Source: an optimization exercise on an open RTL-to-GDS flow (aim: a short achievable clock period and few clock cycles). Production flows keep margins and buffers that such runs may drop.
The RTL was checked by simulation tests, not by an equivalence proof against the original design.
Power is estimated from default activity; no workload was simulated.

<file path="design/flow/run.sh">
#!/bin/bash
# synth_recipe.tcl (not shown) runs the flow's synth.tcl, then flattens the netlist and writes it again
# the make line also repeats each setting of config.mk as NAME=value (left out here)
make -C /OpenROAD-flow-scripts/flow DESIGN_CONFIG=/design/flow/config.mk WORK_HOME=/design/flow/orfs CLKGATE_MAP_FILE= SYNTH_SCRIPT=/design/flow/synth_recipe.tcl finish
</file>
<file path="design/flow/config.mk">
export PLATFORM = sky130hd
export DESIGN_NAME = tiny16
export DESIGN_NICKNAME = tiny16
export VERILOG_FILES = /design/flow/design.v
export SDC_FILE = /design/flow/constraint.sdc
export NUM_CORES = 4
export LEC_CHECK = 0
export ABC_CLOCK_PERIOD_IN_PS = 2500
export CAP_MARGIN = 20
export CORE_MARGIN = 2
export CORE_UTILIZATION = 40
export PLACE_DENSITY = 0.6
export SETUP_SLACK_MARGIN = 4.6
export SLEW_MARGIN = 20
export TNS_END_PERCENT = 20
</file>
<file path="design/flow/constraint.sdc">
create_clock -name core_clock -period 8.5 [get_ports {clk}]
set_input_delay 1.7000 -clock core_clock [delete_from_list [all_inputs] [get_ports {clk}]]
set_output_delay 1.7000 -clock core_clock [all_outputs]
set_load 0.01 [all_outputs]
</file>
<file path="design/flow/design.v">
module tiny16_add16 (
    input  wire [15:0] a,
    input  wire [15:0] b,
    input  wire        cin,
    output wire [15:0] s,
    output wire        co
);
    wire [15:0] p = a ^ b;
    wire [15:0] g0 = a & b;
    wire [15:0] G0 = {g0[15:1], g0[0] | (p[0] & cin)};
    wire [15:0] P0 = p;
    wire [15:0] G1, P1, G2, P2, G3, P3, G4, P4;
    genvar i;
    generate
        for (i = 0; i < 16; i = i + 1) begin : l1
            if (i >= 1) begin : c
                assign G1[i] = G0[i] | (P0[i] & G0[i-1]);
                assign P1[i] = P0[i] & P0[i-1];
            end else begin : n
                assign G1[i] = G0[i];
                assign P1[i] = P0[i];
            end
        end
        for (i = 0; i < 16; i = i + 1) begin : l2
            if (i >= 2) begin : c
                assign G2[i] = G1[i] | (P1[i] & G1[i-2]);
                assign P2[i] = P1[i] & P1[i-2];
            end else begin : n
                assign G2[i] = G1[i];
                assign P2[i] = P1[i];
            end
        end
        for (i = 0; i < 16; i = i + 1) begin : l3
            if (i >= 4) begin : c
                assign G3[i] = G2[i] | (P2[i] & G2[i-4]);
                assign P3[i] = P2[i] & P2[i-4];
            end else begin : n
                assign G3[i] = G2[i];
                assign P3[i] = P2[i];
            end
        end
        for (i = 0; i < 16; i = i + 1) begin : l4
            if (i >= 8) begin : c
                assign G4[i] = G3[i] | (P3[i] & G3[i-8]);
                assign P4[i] = P3[i] & P3[i-8];
            end else begin : n
                assign G4[i] = G3[i];
                assign P4[i] = P3[i];
            end
        end
    endgenerate
    wire [15:0] c = {G4[14:0], cin};
    assign s  = p ^ c;
    assign co = G4[15];
endmodule
module tiny16_inc16 (
    input  wire [15:0] a,
    input  wire        inc2,
    output wire [15:0] y
);
    wire [15:0] t = {a[15:1], a[0] | inc2};
    genvar i;
    generate
        for (i = 0; i < 16; i = i + 1) begin : b
            if (i == 0) begin : z
                assign y[0] = inc2 ? a[0] : ~a[0];
            end else begin : n
                assign y[i] = a[i] ^ (&t[i-1:0]);
            end
        end
    endgenerate
endmodule
module tiny16_dec2 (
    input  wire [15:0] a,
    output wire [15:0] y
);
    genvar i;
    generate
        for (i = 0; i < 16; i = i + 1) begin : b
            if (i == 0) begin : z
                assign y[0] = a[0];
            end else if (i == 1) begin : o
                assign y[1] = ~a[1];
            end else begin : n
                assign y[i] = a[i] ^ ~(|a[i-1:1]);
            end
        end
    endgenerate
endmodule
module tiny16_alu (
    input  wire        o_add,    
    input  wire        o_sub,    
    input  wire        o_and,
    input  wire        o_or,
    input  wire        o_xor,
    input  wire        o_not,
    input  wire        o_shl,
    input  wire        o_shr,
    input  wire        o_mov,
    input  wire [15:0] a,        
    input  wire [15:0] b,        
    input  wire [2:0]  sh,       
    output wire [15:0] y,
    output wire        c,
    output wire        v
);
    wire [15:0] bb = b;
    wire [15:0] sum;
    wire        co;
    tiny16_add16 u_add (.a(a), .b(bb), .cin(o_sub), .s(sum), .co(co));
    wire [31:0] shl = {16'h0000, a} << sh;
    wire [31:0] shr = {a, 16'h0000} >> sh;
    wire        sh0 = (sh == 3'd0);
    wire        arith = o_add | o_sub;
    wire [15:0] ylog = ({16{o_and}} & (a & b)) |
                       ({16{o_or}}  & (a | b)) |
                       ({16{o_xor}} & (a ^ b)) |
                       ({16{o_not}} & ~a) |
                       ({16{o_shl}} & shl[15:0]) |
                       ({16{o_shr}} & shr[31:16]) |
                       ({16{o_mov}} & b);
    assign y = arith ? sum : ylog;
    assign c = (arith & co) | (o_shl & !sh0 & shl[16]) | (o_shr & !sh0 & shr[15]);
    assign v = arith & (a[15] == bb[15]) & (sum[15] != a[15]);
endmodule
module tiny16_mmio (
    input  wire        clk,
    input  wire        rst,
    input  wire [7:0]  rd_addr,
    output reg  [7:0]  rd_data,
    input  wire        wr_en,
    input  wire [7:0]  wr_addr,
    input  wire [7:0]  wr_data,
    input  wire        tick,
    output reg         uart_valid,
    output reg  [7:0]  uart_data
);
    reg [15:0] timer;
    reg [15:0] timercmp;
    reg        irq_pending;
    reg        irq_chk;      
    reg        tick_d;       
    wire [15:0] ge_s;
    wire        ge;
    tiny16_add16 u_cmp (.a(timer), .b(~timercmp), .cin(1'b1), .s(ge_s), .co(ge));
    wire        irq_eff = irq_pending || (irq_chk && (timercmp != 16'h0000) && ge);
    always @(*) begin
        case (rd_addr)
            8'h00:   rd_data = 8'h00;
            8'h01:   rd_data = 8'hFF;
            8'h10:   rd_data = timer[7:0];
            8'h11:   rd_data = timer[15:8];
            8'h12:   rd_data = timercmp[7:0];
            8'h13:   rd_data = timercmp[15:8];
            8'h14:   rd_data = {7'b0, irq_eff};
            default: rd_data = 8'h00;
        endcase
    end
    reg [15:0] timer_w;
    reg [15:0] cmp_w;
    reg        irq_w;
    wire [15:0] timer_t;
    tiny16_inc16 u_inc (.a(timer), .inc2(1'b0), .y(timer_t));
    always @(*) begin
        timer_w = tick_d ? timer_t : timer;
        cmp_w   = timercmp;
        irq_w   = irq_eff;
        if (wr_en) begin
            case (wr_addr)
                8'h10: timer_w[7:0]  = wr_data;
                8'h11: timer_w[15:8] = wr_data;
                8'h12: cmp_w[7:0]    = wr_data;
                8'h13: cmp_w[15:8]   = wr_data;
                8'h14: if (wr_data == 8'h01) irq_w = 1'b0;
                default: ;
            endcase
        end
    end
    always @(posedge clk) begin
        if (rst) begin
            timer       <= 16'h0000;
            timercmp    <= 16'h0000;
            irq_pending <= 1'b0;
            irq_chk     <= 1'b0;
            tick_d      <= 1'b0;
            uart_valid  <= 1'b0;
            uart_data   <= 8'h00;
        end else begin
            timercmp   <= cmp_w;
            uart_valid <= wr_en && (wr_addr == 8'h00);
            if (wr_en && (wr_addr == 8'h00))
                uart_data <= wr_data;
            tick_d      <= tick;
            irq_chk     <= tick_d;
            irq_pending <= irq_w;
            timer       <= timer_w;
        end
    end
endmodule
module tiny16_lsu (
    input  wire [15:0] addr,      
    input  wire        wide,      
    input  wire        we,
    input  wire        phase,
    input  wire [15:0] wdata,
    input  wire [7:0]  lo_byte,   
    input  wire [15:0] mem_rdata,
    input  wire [7:0]  mmio_rdata,
    output wire        mmio,      
    output wire        word_mode,
    output wire        last,      
    output wire [1:0]  wstrb,
    output wire [15:0] bus_wdata,
    output wire [7:0]  rbyte,
    output wire [15:0] rdata
);
    assign mmio      = (addr[15:8] == 8'hFF);
    assign word_mode = wide && !phase && !addr[0] && !mmio;
    assign last      = word_mode || phase || !wide;
    wire [7:0] wb    = phase ? wdata[15:8] : wdata[7:0];
    assign wstrb     = (!we || mmio) ? 2'b00 : word_mode ? 2'b11 : addr[0] ? 2'b10 : 2'b01;
    assign bus_wdata = {addr[0] ? wdata[7:0] : wdata[15:8], wb};
    assign rbyte     = mmio ? mmio_rdata : addr[0] ? mem_rdata[15:8] : mem_rdata[7:0];
    assign rdata     = word_mode ? mem_rdata : wide ? {rbyte, lo_byte} : {8'h00, rbyte};
endmodule
module tiny16 (
    input  wire        clk,
    input  wire        rst,
    input  wire [15:0] start_pc,
    output reg         mem_valid,
    output reg  [14:0] mem_addr,
    output reg  [1:0]  mem_wstrb,
    output reg  [15:0] mem_wdata,
    input  wire        mem_ready,
    input  wire [15:0] mem_rdata,
    output wire        uart_valid,
    output wire [7:0]  uart_data,
    output reg         halted,
    output reg         fault,
    output reg  [15:0] fault_pc,
    output reg  [4:0]  fault_op
);
    localparam OP_NOP  = 5'h00, OP_HALT = 5'h01, OP_LDI  = 5'h02, OP_MOV  = 5'h03,
               OP_ADD  = 5'h04, OP_SUB  = 5'h05, OP_AND  = 5'h06, OP_OR   = 5'h07,
               OP_XOR  = 5'h08, OP_NOT  = 5'h09, OP_SHL  = 5'h0A, OP_SHR  = 5'h0B,
               OP_ADDI = 5'h0C, OP_CMPI = 5'h0D, OP_CMP  = 5'h0E, OP_LD   = 5'h0F,
               OP_ST   = 5'h10, OP_LDB  = 5'h11, OP_STB  = 5'h12, OP_LDS  = 5'h13,
               OP_STS  = 5'h14, OP_JMP  = 5'h15, OP_JZ   = 5'h16, OP_JNZ  = 5'h17,
               OP_JC   = 5'h18, OP_JN   = 5'h19, OP_CALL = 5'h1A, OP_RET  = 5'h1B,
               OP_IN   = 5'h1C, OP_OUT  = 5'h1D;
    localparam S_F = 3'd0, S_D = 3'd1, S_M = 3'd2, S_KA = 3'd3, S_H = 3'd4;
    reg [2:0]  state;
    reg [15:0] pc;        
    reg        pc_fast;   
    reg [15:0] ipc;       
    reg [15:0] ir;
    reg [15:0] k;
    reg [15:0] x [0:7];
    reg [15:0] fy;        
    reg        fc, fv;
    reg [7:0] d_rd, d_rs;
    reg d_illegal, d_halt, d_x1, d_alu, d_wb, d_wide, d_ret, d_lds, d_sts;
    reg d_ldi, d_jmp, d_call, d_ld, d_in, d_ldb, d_st, d_out, d_stb;
    reg d_jz, d_jnz, d_jc, d_jn;
    reg o_add, o_sub, o_and, o_or, o_xor, o_not, o_shl, o_shr, o_mov, o_imm;
    reg [15:0] da;        
    reg        da_mmio;   
    reg [15:0] wd;        
    reg [7:0]  lo;
    reg        ph, m_wide, m_we, m_pre, m_inval;
    reg        m_toreg, m_tonone, m_topc, m_toir, m_tok;
    reg [7:0]  m_rd;
    reg [2:0]  state_n;
    reg [15:0] pc_n;
    reg        pc_fast_n;
    reg [15:0] ipc_n, ir_n, k_n;
    reg [15:0] x_n [0:7];
    reg [15:0] xo_n [0:7];    
    reg [15:0] fy_n;
    reg        fc_n, fv_n;
    reg        halted_n, fault_n;
    reg [15:0] fault_pc_n;
    reg [4:0]  fault_op_n;
    reg [7:0]  d_rd_n, d_rs_n;
    reg d_illegal_n, d_halt_n, d_x1_n, d_alu_n, d_wb_n, d_wide_n, d_ret_n, d_lds_n, d_sts_n;
    reg d_ldi_n, d_jmp_n, d_call_n, d_ld_n, d_in_n, d_ldb_n, d_st_n, d_out_n, d_stb_n;
    reg d_jz_n, d_jnz_n, d_jc_n, d_jn_n;
    reg o_add_n, o_sub_n, o_and_n, o_or_n, o_xor_n, o_not_n, o_shl_n, o_shr_n, o_mov_n, o_imm_n;
    reg [15:0] da_n;
    reg        da_mmio_n;
    reg [15:0] wd_n;
    reg [7:0]  lo_n;
    reg        ph_n, m_wide_n, m_we_n, m_pre_n, m_inval_n;
    reg        m_toreg_n, m_tonone_n, m_topc_n, m_toir_n, m_tok_n;
    reg [7:0]  m_rd_n;
    wire [15:0] imm8 = {{8{ir[7]}}, ir[7:0]};
    wire [15:0] imm5 = {{11{ir[4]}}, ir[4:0]};
    wire [15:0] sp   = x[7];
    reg  [15:0] opa, opb;
    wire [15:0] xd = opa;
    wire [15:0] xs = opb;    
    wire fz = (fy == 16'h0000);
    wire fn = fy[15];
    wire [15:0] alu_y;
    wire        alu_c, alu_v;
    tiny16_alu u_alu (
        .o_add(o_add), .o_sub(o_sub), .o_and(o_and), .o_or(o_or), .o_xor(o_xor),
        .o_not(o_not), .o_shl(o_shl), .o_shr(o_shr), .o_mov(o_mov),
        .a(opa), .b(opb), .sh(ir[2:0]), .y(alu_y), .c(alu_c), .v(alu_v)
    );
    wire [15:0] pc_p2, sp_p2, sp_m2, da_p1, ea;
    wire        ea_co;
    tiny16_inc16 u_pcinc (.a(pc), .inc2(1'b1), .y(pc_p2));
    tiny16_inc16 u_spinc (.a(sp), .inc2(1'b1), .y(sp_p2));
    tiny16_dec2  u_spdec (.a(sp), .y(sp_m2));
    tiny16_inc16 u_dainc (.a(da), .inc2(1'b0), .y(da_p1));
    tiny16_add16 u_ea (.a(d_sts ? xd : xs), .b(imm5), .cin(1'b0), .s(ea), .co(ea_co));
    wire        m_mmio, m_word, m_last;
    wire [1:0]  m_wstrb;
    wire [15:0] m_wdata;
    wire [7:0]  m_rbyte;
    wire [15:0] m_result;
    wire [7:0]  mmio_rdata;
    reg         tick;
    tiny16_lsu u_lsu (
        .addr(da), .wide(m_wide), .we(m_we), .phase(ph), .wdata(wd), .lo_byte(lo),
        .mem_rdata(mem_rdata), .mmio_rdata(mmio_rdata),
        .mmio(m_mmio), .word_mode(m_word), .last(m_last), .wstrb(m_wstrb),
        .bus_wdata(m_wdata), .rbyte(m_rbyte), .rdata(m_result)
    );
    tiny16_mmio u_mmio (
        .clk(clk), .rst(rst),
        .rd_addr(da[7:0]), .rd_data(mmio_rdata),
        .wr_en((state == S_M) && m_we && da_mmio && !stall), .wr_addr(da[7:0]), .wr_data(m_wdata[7:0]),
        .tick(tick),
        .uart_valid(uart_valid), .uart_data(uart_data)
    );
    wire m_ovl = da_mmio && (ph || !m_wide) && (m_toreg || m_tonone) && !m_pre && pc_fast;
    wire m_hit = m_pre && m_we && !da_mmio && (da[15:1] == ipc[15:1]);
    wire        k_fast   = (state == S_D);
    wire [15:0] kin      = k_fast ? mem_rdata : k;
    wire [15:0] pc_seq   = k_fast ? pc_p2 : pc;
    wire        kin_mmio = (kin[15:8] == 8'hFF);
    wire        taken    = d_jmp && !(d_jz && !fz) && !(d_jnz && fz) && !(d_jc && !fc) &&
                           !(d_jn && !fn);
    wire [15:0] ir_nx = m_toir ? m_result : mem_rdata;
    wire stall = mem_valid && !mem_ready;
    reg tick_raw;
    always @(*) tick = tick_raw && !stall;
    always @(*) begin
        tick_raw = 1'b0;
        case (state)
            S_D:  tick_raw = d_x1 || d_halt || (pc_fast && (d_ldi || d_jmp));
            S_KA: tick_raw = d_ldi || d_jmp;
            S_M:  tick_raw = m_last && (m_toreg || m_tonone || m_topc);
            default: ;
        endcase
    end
    integer i;
    task set_pc(input [15:0] v);
        begin
            pc_n      = v;
            pc_fast_n = !v[0] && (v[15:8] != 8'hFF);
        end
    endtask
    task set_da(input [15:0] v);
        begin
            da_n      = v;
            da_mmio_n = (v[15:8] == 8'hFF);
        end
    endtask
    task set_dest(input [4:0] v);
        begin
            {m_toreg_n, m_tonone_n, m_topc_n, m_toir_n, m_tok_n} = v;
        end
    endtask
    task load_ir(input [15:0] w, input [15:0] a);
        reg [4:0] o;
        begin
            o = w[15:11];
            ir_n        = w;
            ipc_n       = a;
            d_rd_n      = 8'd1 << w[10:8];
            d_rs_n      = 8'd1 << w[7:5];
            d_illegal_n = (o[4:1] == 4'b1111);
            d_halt_n    = (o == OP_HALT);
            d_x1_n      = (o == OP_NOP) || ((o >= OP_MOV) && (o <= OP_CMP));
            d_alu_n     = (o >= OP_MOV) && (o <= OP_CMP);
            d_wb_n      = (o >= OP_MOV) && (o <= OP_ADDI);
            d_wide_n    = (o == OP_LDI) || (o == OP_LD) || (o == OP_ST) || (o == OP_LDB) ||
                          (o == OP_STB) || ((o >= OP_JMP) && (o <= OP_CALL)) ||
                          (o == OP_IN) || (o == OP_OUT);
            d_ret_n     = (o == OP_RET);
            d_lds_n     = (o == OP_LDS);
            d_sts_n     = (o == OP_STS);
            d_ldi_n     = (o == OP_LDI);
            d_jmp_n     = (o >= OP_JMP) && (o <= OP_JN);
            d_call_n    = (o == OP_CALL);
            d_ld_n      = (o == OP_LD);
            d_in_n      = (o == OP_IN);
            d_ldb_n     = (o == OP_LDB);
            d_st_n      = (o == OP_ST);
            d_out_n     = (o == OP_OUT);
            d_stb_n     = (o == OP_STB);
            d_jz_n      = (o == OP_JZ);
            d_jnz_n     = (o == OP_JNZ);
            d_jc_n      = (o == OP_JC);
            d_jn_n      = (o == OP_JN);
            o_add_n     = (o == OP_ADD) || (o == OP_ADDI);
            o_sub_n     = (o == OP_SUB) || (o == OP_CMP) || (o == OP_CMPI);
            o_and_n     = (o == OP_AND);
            o_or_n      = (o == OP_OR);
            o_xor_n     = (o == OP_XOR);
            o_not_n     = (o == OP_NOT);
            o_shl_n     = (o == OP_SHL);
            o_shr_n     = (o == OP_SHR);
            o_mov_n     = (o == OP_MOV);
            o_imm_n     = (o == OP_ADDI) || (o == OP_CMPI);
        end
    endtask
    reg do_ka, do_mn, sF_n, sD_n, bda_n, ovl_n;
    wire alu_go = (state == S_D) && d_x1 && !d_illegal && !d_halt;
    always @(*) begin
        state_n = state;
        pc_n = pc; pc_fast_n = pc_fast;
        ipc_n = ipc; ir_n = ir; k_n = k;
        for (i = 0; i < 8; i = i + 1)
            x_n[i] = x[i];
        fy_n = fy; fc_n = fc; fv_n = fv;
        halted_n = halted; fault_n = fault; fault_pc_n = fault_pc; fault_op_n = fault_op;
        d_rd_n = d_rd; d_rs_n = d_rs;
        d_illegal_n = d_illegal; d_halt_n = d_halt; d_x1_n = d_x1; d_alu_n = d_alu;
        d_wb_n = d_wb; d_wide_n = d_wide; d_ret_n = d_ret; d_lds_n = d_lds; d_sts_n = d_sts;
        d_ldi_n = d_ldi; d_jmp_n = d_jmp; d_call_n = d_call; d_ld_n = d_ld; d_in_n = d_in;
        d_ldb_n = d_ldb; d_st_n = d_st; d_out_n = d_out; d_stb_n = d_stb;
        d_jz_n = d_jz; d_jnz_n = d_jnz; d_jc_n = d_jc; d_jn_n = d_jn;
        o_add_n = o_add; o_sub_n = o_sub; o_and_n = o_and; o_or_n = o_or; o_xor_n = o_xor;
        o_not_n = o_not; o_shl_n = o_shl; o_shr_n = o_shr; o_mov_n = o_mov; o_imm_n = o_imm;
        da_n = da; da_mmio_n = da_mmio; wd_n = wd; lo_n = lo;
        ph_n = ph; m_wide_n = m_wide; m_we_n = m_we; m_pre_n = m_pre; m_inval_n = m_inval;
        m_toreg_n = m_toreg; m_tonone_n = m_tonone; m_topc_n = m_topc; m_toir_n = m_toir;
        m_tok_n = m_tok; m_rd_n = m_rd;
        do_ka = 1'b0;
        do_mn = 1'b0;
        sF_n  = (state == S_F);
        sD_n  = (state == S_D);
        bda_n = (state == S_M);
        ovl_n = 1'b0;
        case (state)
            S_F: begin
                if (pc_fast) begin
                    begin
                        load_ir(mem_rdata, pc);
                        set_pc(pc_p2);
                        state_n = S_D; sF_n = 1'b0; sD_n = 1'b1; bda_n = 1'b0;
                    end
                end else begin
                    set_da(pc);
                    ph_n     = 1'b0;
                    m_wide_n = 1'b1;
                    m_we_n   = 1'b0;
                    m_pre_n  = 1'b0;
                    set_dest(5'b00010);
                    state_n = S_M; sF_n = 1'b0; sD_n = 1'b0; bda_n = 1'b1;
                end
            end
            S_D: begin
                if (d_illegal) begin
                    halted_n   = 1'b1;
                    fault_n    = 1'b1;
                    fault_pc_n = ipc;
                    fault_op_n = ir[15:11];
                    state_n = S_H; sF_n = 1'b0; sD_n = 1'b0; bda_n = 1'b0;
                end else if (d_halt) begin
                    halted_n = 1'b1;
                    state_n = S_H; sF_n = 1'b0; sD_n = 1'b0; bda_n = 1'b0;
                end else if (d_x1) begin
                    if (pc_fast) begin
                        load_ir(mem_rdata, pc);
                        set_pc(pc_p2);
                    end else begin
                        state_n = S_F; sF_n = 1'b1; sD_n = 1'b0; bda_n = 1'b0;
                    end
                end else if (d_wide) begin
                    if (pc_fast) begin
                        do_ka = 1'b1;
                    end else begin
                        set_da(pc);
                        ph_n     = 1'b0;
                        m_wide_n = 1'b1;
                        m_we_n   = 1'b0;
                        m_pre_n  = 1'b0;
                        set_dest(5'b00001);
                        state_n = S_M; sF_n = 1'b0; sD_n = 1'b0; bda_n = 1'b1;
                    end
                end else if (d_ret) begin
                    set_da(sp);
                    x_n[7]   = sp_p2;
                    ph_n     = 1'b0;
                    m_wide_n = 1'b1;
                    m_we_n   = 1'b0;
                    m_pre_n  = 1'b0;
                    set_dest(5'b00100);
                    state_n = S_M; sF_n = 1'b0; sD_n = 1'b0; bda_n = 1'b1;
                end else begin  
                    set_da(ea);
                    wd_n      = xs;
                    ph_n      = 1'b0;
                    m_wide_n  = 1'b1;
                    m_we_n    = d_sts;
                    set_dest(d_sts ? 5'b01000 : 5'b10000);
                    m_rd_n    = d_rd;
                    m_inval_n = 1'b0;
                    if (pc_fast) begin
                        m_pre_n = 1'b1;
                        begin
                            load_ir(mem_rdata, pc);
                            set_pc(pc_p2);
                            state_n = S_M; sF_n = 1'b0; sD_n = 1'b0; bda_n = 1'b1;
                        end
                    end else begin
                        m_pre_n = 1'b0;
                        state_n = S_M; sF_n = 1'b0; sD_n = 1'b0; bda_n = 1'b1;
                    end
                end
            end
            S_KA: do_ka = 1'b1;
            S_M: begin
                begin
                    if (!m_last) begin
                        ph_n = 1'b1;
                        lo_n = m_rbyte;
                        set_da(da_p1);
                        ovl_n = da_mmio_n && (m_toreg || m_tonone) && !m_pre && pc_fast;
                        if (m_hit)
                            m_inval_n = 1'b1;
                    end else begin
                        ph_n = 1'b0;
                        if (m_toir) begin
                            load_ir(ir_nx, pc);
                            set_pc(pc_p2);
                            state_n = S_D; sF_n = 1'b0; sD_n = 1'b1; bda_n = 1'b0;
                        end
                        if (m_tok) begin
                            k_n = m_result;
                            set_pc(pc_p2);
                            state_n = S_KA; sF_n = 1'b0; sD_n = 1'b0; bda_n = 1'b0;
                        end
                        if (m_topc) begin
                            set_pc(m_result);
                            state_n = S_F; sF_n = 1'b1; sD_n = 1'b0; bda_n = 1'b0;
                        end
                        if (m_toreg) begin
                            for (i = 0; i < 8; i = i + 1)
                                if (m_rd[i]) x_n[i] = m_result;
                            fy_n = m_result; fc_n = 1'b0; fv_n = 1'b0;
                            do_mn = 1'b1;
                        end
                        if (m_tonone)
                            do_mn = 1'b1;
                    end
                end
            end
            default: begin state_n = S_H; sF_n = 1'b0; sD_n = 1'b0; bda_n = 1'b0; end
        endcase
        if (do_ka) begin
                set_pc(pc_seq);
                m_rd_n    = d_rd;
                m_pre_n   = 1'b0;
                m_inval_n = 1'b0;
                ph_n      = 1'b0;
                set_da(kin);
                wd_n      = xs;
                m_wide_n  = !d_ldb && !d_stb && !((d_in || d_out) && kin_mmio);
                m_we_n    = d_st || d_stb || d_out || d_call;
                set_dest((d_st || d_stb || d_out || d_call) ? 5'b01000 : 5'b10000);
                state_n = S_M; sF_n = 1'b0; sD_n = 1'b0; bda_n = 1'b1;
                ovl_n = kin_mmio && (d_ldb || d_stb || d_in || d_out) && pc_fast_n;
                if (d_ldi) begin
                    for (i = 0; i < 8; i = i + 1)
                        if (d_rd[i]) x_n[i] = kin;
                    fy_n = kin; fc_n = 1'b0; fv_n = 1'b0;
                    state_n = S_F; sF_n = 1'b1; sD_n = 1'b0; bda_n = 1'b0;
                end
                if (d_jmp) begin
                    if (taken) set_pc(kin);
                    state_n = S_F; sF_n = 1'b1; sD_n = 1'b0; bda_n = 1'b0;
                end
                if (d_call) begin
                    set_da(sp_m2);
                    x_n[7] = sp_m2;
                    wd_n   = pc_seq;
                    set_pc(kin);
                end
        end
        if (do_mn) begin
                if (m_pre) begin
                    if (m_inval || m_hit) begin
                        set_pc(ipc);
                        state_n = S_F; sF_n = 1'b1; sD_n = 1'b0; bda_n = 1'b0;
                    end else begin
                        state_n = S_D; sF_n = 1'b0; sD_n = 1'b1; bda_n = 1'b0;
                    end
                end else if (m_ovl) begin
                    load_ir(mem_rdata, pc);
                    set_pc(pc_p2);
                    state_n = S_D; sF_n = 1'b0; sD_n = 1'b1; bda_n = 1'b0;
                end else begin
                    state_n = S_F; sF_n = 1'b1; sD_n = 1'b0; bda_n = 1'b0;
                end
        end
        for (i = 0; i < 8; i = i + 1)
            xo_n[i] = x_n[i];
        if (alu_go) begin
            if (d_alu) begin
                fy_n = alu_y; fc_n = alu_c; fv_n = alu_v;
            end
            if (d_wb)
                for (i = 0; i < 8; i = i + 1)
                    if (d_rd[i]) x_n[i] = alu_y;
        end
    end
    wire        alu_wb = alu_go && d_wb;
    wire        fwd_a  = alu_wb && ((d_rd & d_rd_n) != 8'd0);
    wire        fwd_b  = alu_wb && ((d_rd & d_rs_n) != 8'd0);
    wire [15:0] imm8_n = {{8{ir_n[7]}}, ir_n[7:0]};
    reg  [15:0] ra_n, rb_n;
    integer j;
    always @(*) begin
        ra_n = 16'h0000;
        rb_n = 16'h0000;
        for (j = 0; j < 8; j = j + 1) begin
            ra_n = ra_n | ({16{d_rd_n[j]}} & xo_n[j]);
            rb_n = rb_n | ({16{d_rs_n[j]}} & xo_n[j]);
        end
    end
    wire [15:0] opa_n = fwd_a ? alu_y : ra_n;
    wire [15:0] opb_s = fwd_b ? alu_y : rb_n;
    wire [15:0] opb_i = o_imm_n ? imm8_n : opb_s;
    wire [15:0] opb_n = o_sub_n ? ~opb_i : opb_i;
    wire        n_mmio, n_word, n_last;
    wire [1:0]  n_wstrb;
    wire [15:0] n_wdata;
    wire [7:0]  n_rbyte;
    wire [15:0] n_result;
    tiny16_lsu u_lsu_n (
        .addr(da_n), .wide(m_wide_n), .we(m_we_n), .phase(ph_n), .wdata(wd_n), .lo_byte(lo_n),
        .mem_rdata(16'h0000), .mmio_rdata(8'h00),
        .mmio(n_mmio), .word_mode(n_word), .last(n_last), .wstrb(n_wstrb),
        .bus_wdata(n_wdata), .rbyte(n_rbyte), .rdata(n_result)
    );
    wire       req_da    = bda_n && !ovl_n;
    wire       req_valid = bda_n ? (ovl_n || !da_mmio_n)
                                 : (pc_fast_n && (sF_n || (sD_n && !d_illegal_n && !d_halt_n &&
                                                            !d_ret_n)));
    wire [14:0] req_addr  = req_da ? da_n[15:1] : pc_n[15:1];
    wire [1:0]  req_wstrb = req_da ? n_wstrb : 2'b00;
    always @(posedge clk) begin
        if (rst) begin
            state     <= S_F;
            pc        <= start_pc;
            pc_fast   <= !start_pc[0] && (start_pc[15:8] != 8'hFF);
            mem_valid <= !start_pc[0] && (start_pc[15:8] != 8'hFF);
            mem_addr  <= start_pc[15:1];
            mem_wstrb <= 2'b00;
            mem_wdata <= 16'h0000;
            ipc       <= 16'h0000;
            ir        <= 16'h0000;
            k         <= 16'h0000;
            for (i = 0; i < 7; i = i + 1)
                x[i] <= 16'h0000;
            x[7]      <= 16'h7FFC;
            opa       <= 16'h0000;
            opb       <= 16'h0000;
            fy        <= 16'h0001;
            fc        <= 1'b0;
            fv        <= 1'b0;
            halted    <= 1'b0;
            fault     <= 1'b0;
            fault_pc  <= 16'h0000;
            fault_op  <= 5'h00;
            d_rd <= 8'd1; d_rs <= 8'd1;
            d_illegal <= 1'b0; d_halt <= 1'b0; d_x1 <= 1'b1; d_alu <= 1'b0; d_wb <= 1'b0;
            d_wide <= 1'b0; d_ret <= 1'b0; d_lds <= 1'b0; d_sts <= 1'b0; d_ldi <= 1'b0;
            d_jmp <= 1'b0; d_call <= 1'b0; d_ld <= 1'b0; d_in <= 1'b0; d_ldb <= 1'b0;
            d_st <= 1'b0; d_out <= 1'b0; d_stb <= 1'b0;
            d_jz <= 1'b0; d_jnz <= 1'b0; d_jc <= 1'b0; d_jn <= 1'b0;
            o_add <= 1'b0; o_sub <= 1'b0; o_and <= 1'b0; o_or <= 1'b0; o_xor <= 1'b0;
            o_not <= 1'b0; o_shl <= 1'b0; o_shr <= 1'b0; o_mov <= 1'b0; o_imm <= 1'b0;
            da        <= 16'h0000;
            da_mmio   <= 1'b0;
            wd        <= 16'h0000;
            lo        <= 8'h00;
            ph        <= 1'b0;
            m_wide    <= 1'b0;
            m_we      <= 1'b0;
            m_pre     <= 1'b0;
            m_inval   <= 1'b0;
            m_toreg <= 1'b0; m_tonone <= 1'b1; m_topc <= 1'b0; m_toir <= 1'b0; m_tok <= 1'b0;
            m_rd      <= 8'd0;
        end else if (!stall) begin
            state     <= state_n;
            pc        <= pc_n;
            pc_fast   <= pc_fast_n;
            mem_valid <= req_valid;
            mem_addr  <= req_addr;
            mem_wstrb <= req_wstrb;
            mem_wdata <= n_wdata;
            ipc       <= ipc_n;
            ir        <= ir_n;
            k         <= k_n;
            for (i = 0; i < 8; i = i + 1)
                x[i] <= x_n[i];
            opa       <= opa_n;
            opb       <= opb_n;
            fy        <= fy_n;
            fc        <= fc_n;
            fv        <= fv_n;
            halted    <= halted_n;
            fault     <= fault_n;
            fault_pc  <= fault_pc_n;
            fault_op  <= fault_op_n;
            d_rd <= d_rd_n; d_rs <= d_rs_n;
            d_illegal <= d_illegal_n; d_halt <= d_halt_n; d_x1 <= d_x1_n; d_alu <= d_alu_n;
            d_wb <= d_wb_n; d_wide <= d_wide_n; d_ret <= d_ret_n; d_lds <= d_lds_n;
            d_sts <= d_sts_n; d_ldi <= d_ldi_n; d_jmp <= d_jmp_n; d_call <= d_call_n;
            d_ld <= d_ld_n; d_in <= d_in_n; d_ldb <= d_ldb_n; d_st <= d_st_n;
            d_out <= d_out_n; d_stb <= d_stb_n;
            d_jz <= d_jz_n; d_jnz <= d_jnz_n; d_jc <= d_jc_n; d_jn <= d_jn_n;
            o_add <= o_add_n; o_sub <= o_sub_n; o_and <= o_and_n; o_or <= o_or_n;
            o_xor <= o_xor_n; o_not <= o_not_n; o_shl <= o_shl_n; o_shr <= o_shr_n;
            o_mov <= o_mov_n; o_imm <= o_imm_n;
            da        <= da_n;
            da_mmio   <= da_mmio_n;
            wd        <= wd_n;
            lo        <= lo_n;
            ph        <= ph_n;
            m_wide    <= m_wide_n;
            m_we      <= m_we_n;
            m_pre     <= m_pre_n;
            m_inval   <= m_inval_n;
            m_toreg <= m_toreg_n; m_tonone <= m_tonone_n; m_topc <= m_topc_n;
            m_toir <= m_toir_n; m_tok <= m_tok_n;
            m_rd      <= m_rd_n;
        end
    end
endmodule
</file>
==> results of run 1 <==
[path summary, 6_finish.rpt]
kind / endpoint / cells after the start
min: fault_pc[4] / 2
max: opa[12] / 13
min reg2reg: fault_pc[4] / 2
max reg2reg: opa[12] / 13
[worst reg2reg max path, delay by kind of cell, from the launching register on]
family / cells / cell delay [ns]
DFF: 1 / 0.36
muxes: 1 / 0.14
adders and majority gates: 1 / 0.18
AOI/OAI and AO/OA: 8 / 2.93
buffers and inverters: 3 / 0.47
[registers in the layout, summed over array words and instances (netlist names), 2 cells and up]
name	flops
ir	13
m_rd	8
lo	8
fy	16
d_rs	8
u_mmio.uart_data	8
ipc	16
pc	16
state	3
mem_addr	15
opb	16
d_rd	8
x	128
opa	16
da	16
mem_wdata	16
fault_op	5
fault_pc	16
u_mmio.timercmp	16
u_mmio.timer	16
wd	16
k	16
mem_wstrb	2
[synthesized netlist by cell type (all sizes together), types with 75 or more instances]
cell,n
nor2,704
nand2,629
clkbuf,424
dfxtp,415
o21ai,408
a21oi,388
a211oi,174
mux2i,127
nor3,119
nand3,114
o211ai,111
inv,106
a221oi,91
ha,85
o22ai,79
a22oi,75
[routing by layer]
layer	track usage	vias to the layer above	share of wire
li1	-	19404	-
met5	0	-	0.00011
met4	0.491	4	0.12
met2	0.725	3777	0.40
met3	0.157	1373	0.13
met1	0.576	22047	0.34
[cell type report]
type                    count  area, um^2  area share
well taps                1176        1470      0.0321
clock inverters            29         424     0.00925
repair buffers            559        5500       0.120
multi-input cells        4105       27200       0.592
flip-flops and latches    448        9370       0.204
clock buffers              73        1490      0.0326
inverters                 110         423     0.00922
diodes                      4        10.0    0.000218
[through the flow]
| step | std cells | total power [uW] |
|---|---|---|
| final | 6504 | 17600 |
| after global routing | 6501 | 17800 |
| after CTS | 6428 | 16300 |
| after detailed placement | 6132 | 12300 |
| after global placement | 6132 | 12300 |
| after floorplan | 5141 | 8010 |
[power groups by stage]
stage | registers (uW) | clock network [uW] | logic (uW)
2_1_floorplan | 2890 | 0 | 5130
3_3_place_gp | 3390 | 0 | 8930
3_5_place_dp | 3380 | 0 | 8900
4_1_cts | 3320 | 2640 | 10300
5_1_grt | 3410 | 2720 | 11700
6_report | 3390 | 2650 | 11600
[layout by cell type (no fill, tap or decap), types with 19 or more instances in the layout]
master / instances
a31oi_1: 49
mux2i_1: 110
o21a_1: 32
edfxtp_1: 33
nor2b_1: 28
a22o_1: 44
a211oi_1: 157
o221ai_1: 34
buf_6: 39
a222oi_1: 57
xnor2_1: 55
o22ai_1: 66
mux2_2: 33
o21ai_0: 349
a22oi_1: 69
nand4_1: 45
nor3_1: 100
dfxtp_2: 19
nor2_1: 677
nand3_1: 102
buf_4: 356
buf_12: 47
a21oi_1: 366
a211o_1: 25
o211ai_1: 111
dfxtp_1: 383
and3_1: 41
xor2_1: 32
nand2_1: 610
nand2b_1: 40
nor4_1: 25
clkdlybuf4s50_1: 83
and2_1: 33
o21ai_1: 31
a221oi_1: 61
ha_1: 80
inv_1: 100
clkbuf_16: 57
[repair_timing]
| item | CTS | global route |
|---|---|---|
| setup endpoints to repair | 318 | 135 |
| setup buffers | 179 | 67 |
| gates cloned | 15 | 4 |
| pin swaps | 119 | 86 |
| resized for setup | 551 | 176 |
[kinds of logic (layout without fill, tap and decap cells)]
group | after synthesis | after routing | synth area share
buffers and inverters | 593 | 771 | 0.0626
adder cells (fa/ha/maj) | 88 | 88 | 0.0310
flip-flops | 448 | 448 | 0.257
multiplexers | 166 | 166 | 0.0479
AO/OA/AOI/OAI | 1864 | 1865 | 0.350
XOR/XNOR | 88 | 88 | 0.0213
other | 0 | 4 | 0
AND/OR/NAND/NOR | 1894 | 1898 | 0.231
==> run notes, run 1 <==
Max transition margin 0.0741; CTS tree built; CTS buffer count 55; Reg-to-Reg Start da[0]; GRT Util Overall 0.500; Max Slew Vio Count 0; worst slew pin tran 1.39 ns; Internal 7970 uW; Clock power frac 0.150; crit start category flop; die area 92900 um^2; clk slew on worst S/H paths 0.06 ns; Crit path arrival time 4.79 ns; CTS H-tree lvls 2; sequential share of power 0.193; Critical path origin da[0]; P&R area growth vs syn 26.6%; status complete, no violations; fin worst setup slack 4.30 ns; critical path, cell by cell buf_12 > ha_4 > a222oi_1 > a2bb2oi_2 > o21ai_4 > a22o_1 > buf_12 > mux2i_1 > o21ai_1 > buf_4 > a222oi_1 > a31oi_2 > a211o_1; post-synthesis sequential area ratio 0.257; final-stage net count 5402; Max VDD drop 0.230 mV; Top Ports 101; setup slack, reg-to-reg 4.30 ns; slowest cell on the critical path a222oi_1; CTS Root Cell clkbuf_16; final core occ 0.510; Tmin final 4.20 ns; DRC 0; Setup TNS 0 ns; final-layout fill cell count 8884; hold_sp fault_pc[4]; Clock Sinks 448; Hold Path Class flop to flop; CP endpoint kind flop; TritonRoute pass-1 iters 9; number of setup violations in the final report 0; Logic pwr share 0.657; syn avg cell area 7.04 um^2; 1st-iter DRT viols 7587; largest net degree at the start of global routing 173; vias in the first global route 42815; Seq cells post-synth 448; Synthesized Nets 5264; Final Skew 0.0328 ns; Sw Pwr 9630 uW; placed instance area 38700 um^2; Max Root-Sink Buffers 3; hpwl dp 168000 um; Die X 305 um; Pleak 0.0168 uW; wire length per cell 37.4 um; Design Area, Final 45800 um^2; final hold vios 0; worst setup path class flop to flop; placer congestion estimate 1.08; CP bufs+invs 3; Final Cycle Share 0.494; Starting Density 0.403; core area 89900 um^2; hold_buf cts 0; Post-synth top flop dfxtp_1; count of different cell masters after synthesis 98; ANT nets after route 0; number of port buffers 100; cell taking the most area after synthesis dfxtp_1; Worst Hold Slack 0.454 ns; first-pass GRT wire length 335000 um; CP peak stage delay 0.99 ns; Critical Path RT 9.10 ns; sw frac 0.547; Cell Area, Synth 36200 um^2; layout cell share with drive strength beyond 1 0.194; Synth top area share 0.229; # rows 110; gr ovfl total 0; via/cell ratio 7.17; initial antenna violation count 15; worst skew pair latency 0.71 ns; die height 305 um; via count 46605; Synth area leaders dfxtp_1 (23%), nor2_1 (7.3%), nand2_1 (6.5%); Mapped Cells 5141; delay-heaviest family, CP compound AO/OA/AOI/OAI gates; Synth Warn # 5; fraction of registers with async set/reset 0; fmax 238 MHz; DP Worst Slack 1.87 ns; EDFF count, synth 33; DRT Wirelength 243000 um; pwr dens 384 nW/um^2; Crit Path Max Fanout 7; unrepaired setup endpoints after global routing true; max-cap check violation count 0
Testbench counts, summed over its fixed seeds: cycles 43,113.
==> inputs of run 2 (changes only) <==
==> design/flow/config.mk (replaced) <==
export PLATFORM = sky130hd
export DESIGN_NAME = tiny16
export DESIGN_NICKNAME = tiny16
export VERILOG_FILES = /design/flow/design.v
export SDC_FILE = /design/flow/constraint.sdc
export NUM_CORES = 4
export LEC_CHECK = 0
export ABC_CLOCK_PERIOD_IN_PS = 2000
export CAP_MARGIN = 20
export CORE_MARGIN = 2
export CORE_UTILIZATION = 40
export PLACE_DENSITY = 0.6
export SETUP_SLACK_MARGIN = 5.0
export SLEW_MARGIN = 20
==> run notes, run 2 <==
number of port buffers 100 (unchanged); final hold vios 0 (unchanged); post-synthesis sequential area ratio 0.257 (unchanged); layout cell share with drive strength beyond 1 0.237 (was 0.194); Power Total 18500 uW (was 17600 uW); CP Capture Point opb[3] (was opa[12]); die area 92900 um^2 (unchanged); die height 305 um (unchanged); area of the multi-input gates 28100 um^2 (was 27200 um^2); vias in the first global route 43226 (was 42815); Final Skew 0.0558 ns (was 0.0328 ns); hpwl dp 168000 um (about the same); GRT Util Overall 0.499 (was 0.500); clk slew on worst S/H paths 0.06 ns (about the same); final-layout fill cell count 8649 (was 8884); count of different cell masters after synthesis 98 (unchanged); fraction of registers with async set/reset 0 (unchanged); CTS Root Cell clkbuf_16 (unchanged); CTS H-tree lvls 2 (unchanged); Hold Path Class flop to flop (unchanged); worst slew pin tran 1.23 ns (was 1.39 ns); most common cell in the netlist nor2_1 (unchanged); Critical Path RT 9.09 ns (was 9.10 ns); fmax 247 MHz (was 238 MHz); final-stage net count 5499 (was 5402); sequential share of power 0.179 (was 0.193); via count 47763 (was 46605); ANT nets after route 0 (unchanged); TritonRoute pass-1 iters 10 (was 9); EDFF count, synth 33 (unchanged); Cell Area, Synth 36200 um^2 (unchanged); Reg-to-Reg Start da[0] (unchanged); Max Slew Vio Count 0 (unchanged); sw frac 0.539 (was 0.547); crit start category flop (unchanged); Internal 8510 uW (was 7970 uW); initial antenna violation count 18 (was 15); placed instance area 38900 um^2 (was 38700 um^2); CTS buffer count 55 (unchanged); largest net degree at the start of global routing 110 (was 173); number of setup violations in the final report 0 (unchanged); DRT Wirelength 244000 um (was 243000 um); Sw Pwr 9970 uW (was 9630 uW); Pleak 0.0177 uW (was 0.0168 uW); Top reg by flops x (unchanged); pwr dens 386 nW/um^2 (was 384 nW/um^2); Max Root-Sink Buffers 3 (unchanged); P&R area growth vs syn 32.4% (was 26.6%); Clock power frac 0.142 (was 0.150); Die X 305 um (unchanged); Logic pwr share 0.678 (was 0.657); Final Cycle Share 0.477 (was 0.494); via/cell ratio 7.23 (was 7.17); Synth top area share 0.229 (unchanged); DRC 0 (unchanged); max-cap check violation count 0 (unchanged); Critical path origin da[0] (unchanged); FF-to-FF path depth 17 (was 13); worst skew pair latency 0.74 ns (was 0.71 ns); Max transition margin 0.174 (was 0.0741); CTS tree built (unchanged); Tmin final 4.05 ns (was 4.20 ns); max reg flops 128 (unchanged); # rows 110 (unchanged); Top Ports 101 (unchanged); CP endpoint kind flop (unchanged); Mapped Cells 5141 (unchanged); most frequent cells in the layout nor2_1 (665), nand2_1 (594), buf_4 (397) (was nor2_1 (677), nand2_1 (610), dfxtp_1 (383)); setup slack, reg-to-reg 4.45 ns (was 4.30 ns); Synth Warn # 5 (unchanged); Crit Path Max Fanout 8 (was 7); Synth area leaders dfxtp_1 (23%), nor2_1 (7.3%), nand2_1 (6.5%) (unchanged); Design Area, Final 47900 um^2 (was 45800 um^2); status complete, no violations (unchanged); first-pass GRT wire length 335000 um (about the same); Post-synth top flop dfxtp_1 (unchanged); wire length per cell 36.9 um (was 37.4 um); worst setup path class flop to flop (unchanged); Starting Density 0.403 (unchanged); Crit path arrival time 4.64 ns (was 4.79 ns); Seq cells post-synth 448 (unchanged); placed cells 6133 (was 6132); Sequential Area 9410 um^2 (was 9370 um^2); Setup TNS 0 ns (unchanged); placer congestion estimate 1.07 (was 1.08); gr ovfl total 0 (unchanged); unrepaired setup endpoints after global routing true (unchanged); commonest non-fill, non-tap cell in the layout nor2_1 (unchanged); 1st-iter DRT viols 7709 (was 7587); core area 89900 um^2 (unchanged); Final Non-Filler Cells 6607 (was 6504); most frequent cells after synthesis nor2_1 (703), nand2_1 (629), clkbuf_1 (424), dfxtp_1 (415), o21ai_0 (396) (unchanged); syn avg cell area 7.04 um^2 (unchanged); Synthesized Nets 5264 (unchanged); cell taking the most area after synthesis dfxtp_1 (unchanged); Clock Sinks 448 (unchanged); Max VDD drop 0.217 mV (was 0.230 mV); worst r2r dst opb[3] (was opa[12])
run 2: cell counts after synthesis:
No cell type changed its count.
run 2: worst min path at each step:
stage                    to  depth (start not counted)          from
2_1_floorplan      x[1][12]                          2      x[1][12]
3_3_place_gp       x[3][12]                          2      x[3][12]
3_5_place_dp       x[4][15]                          2      x[4][15]
4_1_cts        fault_pc[12]                          2  fault_pc[12]
5_1_grt         fault_pc[4]                          2   fault_pc[4]
6_report           x[2][15]                          2      x[2][15]
run 2: stage by stage:
stage	worst slack, ns	hold slack (ns)	utilization
after floorplan	4.17	0.420	-
after global placement	2.34	0.436	0.433
after detailed placement	2.24	0.442	0.433
after CTS	4.54	0.454	0.504
after global routing	4.38	0.470	0.533
final	4.45	0.450	0.533
run 2: critical path, cell delays in order, from the launching register on:
cell and delay [ns]:
dfxtp_4 0.36, buf_12 0.13, buf_12 0.14, or3b_4 0.42, a21oi_4 0.29, buf_4 0.18
buf_4 0.11, o31ai_4 0.08, o21ai_4 0.35, nor3_4 0.06, or2_4 0.25, a2111o_1 0.50
o21ai_4 0.21, buf_12 0.15, buf_8 0.13, mux2i_2 0.24, o21a_1 0.17, o221ai_2 0.09
run 2: timing repair:
| item | CTS | global route |
|---|---|---|
| hold buffers | 0 | 0 |
| setup buffers | 203 | 137 |
| gates resized for setup | 615 | 348 |
| endpoints found under the setup margin | 461 | 283 |
| endpoints found under the hold margin | 0 | 0 |
| cloned | 16 | 6 |
| pin swaps | 115 | 172 |
run 2: power by group through the flow:
stage	logic (uW)	clock network, uW	registers, uW
2_1_floorplan	5270	0	2890
3_3_place_gp	8960	0	3330
3_5_place_dp	8950	0	3320
4_1_cts	10700	2630	3260
5_1_grt	12600	2690	3310
6_report	12500	2630	3320
run 2: layout make-up:
class | count | area share
antenna | 9 | 0.000470
clock buffer | 68 | 0.0316
clock inverter | 35 | 0.00843
inverter | 110 | 0.00893
multi-input combinational | 4107 | 0.587
sequential | 448 | 0.196
tap | 1176 | 0.0307
timing repair buffer | 654 | 0.136
run 2: layer usage:
metal | wire length, um | vias up | global-route usage
met2 | 98400 | 4046 | 0.723
met3 | 33400 | 1368 | 0.183
met1 | 85800 | 22653 | 0.582
li1 | - | 19684 | -
met5 | 161 | - | 0.00207
met4 | 26300 | 12 | 0.424
run 2: cells by family (layout without fill, tap and decap cells):
group,count (synthesis),after routing,share of synthesized area
buffers and inverters,593,867,0.0626
adder cells (fa/ha/maj),88,88,0.0310
AO/OA/AOI/OAI,1864,1866,0.350
multiplexers,166,166,0.0479
other,0,9,0
XOR/XNOR,88,88,0.0213
AND/OR/NAND/NOR,1894,1899,0.231
flip-flops,448,448,0.257

afterwards: timing with drivers on the ports:
How much do the figures lean on ideal ports? The routed layouts below were timed once more, with nothing changed but the port constraints.
Step 1, drivers: a clkbuf_16 drives clk and a buf_2 each remaining input, both assumed.
Step 2 times the ports against the registers' clock, not the clock port: input delays grow and output delays shrink by t, the midpoint of the rising clock arrivals with the driver on.
Slacks: ideal / step 1 / step 2; pairs: ideal / step 1.
run	t, ns	slack for setup (ns)	hold WS [ns]	pins driven straight from the clock port
run 1	0.770	4.305 / 4.305 / 3.591	0.454 / 0.454 / 0.454	1
run 2	0.780	4.447 / 4.447 / 3.726	0.450 / 0.450 / 0.450	1
After both steps setup and hold are still met in every run listed. The setup slack of run 2, which loses most, moves by 0.000 ns with the drivers and by -0.721 ns with both steps.
